This is an optimization exercise on Yosys and OpenROAD, whose aim is small area, not a production implementation. In this exercise RTL edits were held to simulation tests only and were not proved equivalent to the original.

== zinc ==
==> flow/design.v (excerpt) <==
module ook_codec (
    input  wire        clk,
    input  wire        rst_n,
    input  wire [3:0]  reg_addr,      
    input  wire        reg_wr,
    input  wire        reg_rd,
    input  wire [31:0] reg_wdata,
    output reg  [31:0] reg_rdata,
    input  wire [31:0] now_us,
    input  wire        edge_valid,
    output wire        pin_dir,
    output wire        pin_out,
    output wire        edge_en,
    output reg         pin_release
);
Size in the first run: roughly 1600 flip-flops, roughly 110 I/O pins.
==> flow/config.mk <==
export PLATFORM = sky130hd
export DESIGN_NAME = ook_codec
export DESIGN_NICKNAME = ook_codec
export VERILOG_FILES = /design/flow/design.v
export SDC_FILE = /design/flow/constraint.sdc
export NUM_CORES = 4
export LEC_CHECK = 0
export ABC_AREA = 1
export CAP_MARGIN = 20
export CORE_MARGIN = 2
export CORE_UTILIZATION = 45
export CTS_BUF_LIST = sky130_fd_sc_hd__clkbuf_8
export CTS_CLUSTER_DIAMETER = 50
export CTS_CLUSTER_SIZE = 16
export GPL_ROUTABILITY_DRIVEN = 1
export PLACE_DENSITY = 0.6
export SLEW_MARGIN = 20
==> flow/constraint.sdc <==
create_clock -name core_clock -period 20.0 [get_ports {clk}]
set_input_delay 4.0000 -clock core_clock [delete_from_list [all_inputs] [get_ports {clk}]]
set_output_delay 4.0000 -clock core_clock [all_outputs]
set_load 0.01 [all_outputs]
run.sh (not shown) runs the stock make flow with config.mk's settings and CLKGATE_MAP_FILE= SYNTH_SCRIPT=/design/flow/synth_recipe.tcl, a recipe that flattens the netlist after the stock synthesis.
Here is what was changed in the inputs of cedar compared with zinc.
Settings: changing CTS_CLUSTER_SIZE from 16 to 18; removing ABC_AREA (formerly 1); changing PLACE_DENSITY from 0.6 to 0.7; changing CORE_UTILIZATION from 45 to 60; changing CTS_CLUSTER_DIAMETER from 50 to 45.
Notes after the runs:
Per the final summary, cedar finished and its layout is clean on timing, DRC and antenna.
Looking only at worst-case headroom to the max-slew limit, and setting everything else aside, the higher value of zinc and cedar goes to zinc.
Comparing zinc and cedar, non-filler instance count after layout is lower on cedar.
Run comparison: cedar peak-usage layer in the global routing report met1; zinc peak-usage layer in the global routing report met2
Note that the die outline width recorded for cedar amounts to 0.869 times the value seen in zinc.
Cmp zinc and cedar / path depth of the worst reg2reg path / lower: cedar
Die area: cedar vs zinc down 24%

========
the previous run:
Starting RTL as in the previous note.
export LEC_CHECK = 0
export ABC_AREA = 1
export CAP_MARGIN = 20
export CORE_MARGIN = 2
export CORE_UTILIZATION = 45
export CTS_BUF_LIST = sky130_fd_sc_hd__clkbuf_8
export CTS_CLUSTER_DIAMETER = 50
export CTS_CLUSTER_SIZE = 16
export GPL_ROUTABILITY_DRIVEN = 1
export PLACE_DENSITY = 0.6
export SLEW_MARGIN = 20
create_clock -name core_clock -period 20.0 [get_ports {clk}]
standard.sh (not shown) runs the stock make flow with config.mk's settings and CLKGATE_MAP_FILE= SYNTH_SCRIPT=/design/flow/synth_recipe.tcl, a recipe that flattens the netlist after the stock synthesis.
==> flow/flow/run.sh <==
#!/bin/bash
# The standard layout (standard.sh, all steps), with clock tree synthesis run
# without dummy loads. The make output goes to standard.log in the work folder;
# each ORFS step keeps its own log under orfs/logs/.
set -euo pipefail
export CTS_ARGS="-sink_clustering_enable -repair_clock_nets -buf_list sky130_fd_sc_hd__clkbuf_8 -sink_clustering_size 16 -sink_clustering_max_diameter 50 -dont_use_dummy_load"
bash standard.sh > standard.log 2>&1
## Diff of input files: the current run against the previous run
--- a/flow/flow/run.sh
+++ b/flow/flow/run.sh
@@ -6 +6 @@
-export CTS_ARGS="-sink_clustering_enable -repair_clock_nets -buf_list sky130_fd_sc_hd__clkbuf_8 -sink_clustering_size 16 -sink_clustering_max_diameter 50 -dont_use_dummy_load"
+export CTS_ARGS="-sink_clustering_enable -repair_clock_nets -buf_list sky130_fd_sc_hd__clkbuf_8 -sink_clustering_size 20 -sink_clustering_max_diameter 55 -dont_use_dummy_load"
[summary]
In the reports for the previous run and the current run, the larger fraction of met1 tracks used by global routing belongs to the previous run. Maximum VDD drop (the current run over the previous run): decrease, 1.2%. Side by side, routing usage on met3 turned out higher in the current run than in the previous run. Compared with the previous run, in the current run number of clock buffers in the layout now sits lower, combined global-route utilization of all metal layers held, first-pass iteration count of the detailed router grew by 1, setup slack increased by 0.067 ns relative to the old numbers.

[port drivers added, routing unchanged]
How much do the figures lean on ideal ports? The routed layouts below were timed once more, with nothing changed but the port constraints.
Step 1: set_driving_cell puts a clkbuf_16 on clk and a buf_2 on each other input, an assumption about the parent block.
Step 2 moves the port delays by t, midway between the first and last clock arrival at a register: inputs arrive t later, outputs are due t later. That takes back most of the time a late clock gives input paths.
Slacks: ideal / step 1 / step 2; pairs: ideal / step 1.
run	shift t [ns]	setup slack, ns	worst slew at a driven data input, ns
zinc	0.929	3.028 / 3.028 / 3.028	0.07
cedar	0.916	3.606 / 3.606 / 3.606	0.04
the previous run	0.907	3.072 / 3.072 / 3.072	0.06
the current run	0.881	3.140 / 3.140 / 3.140	0.06
After both steps setup and hold are still met in every run listed.
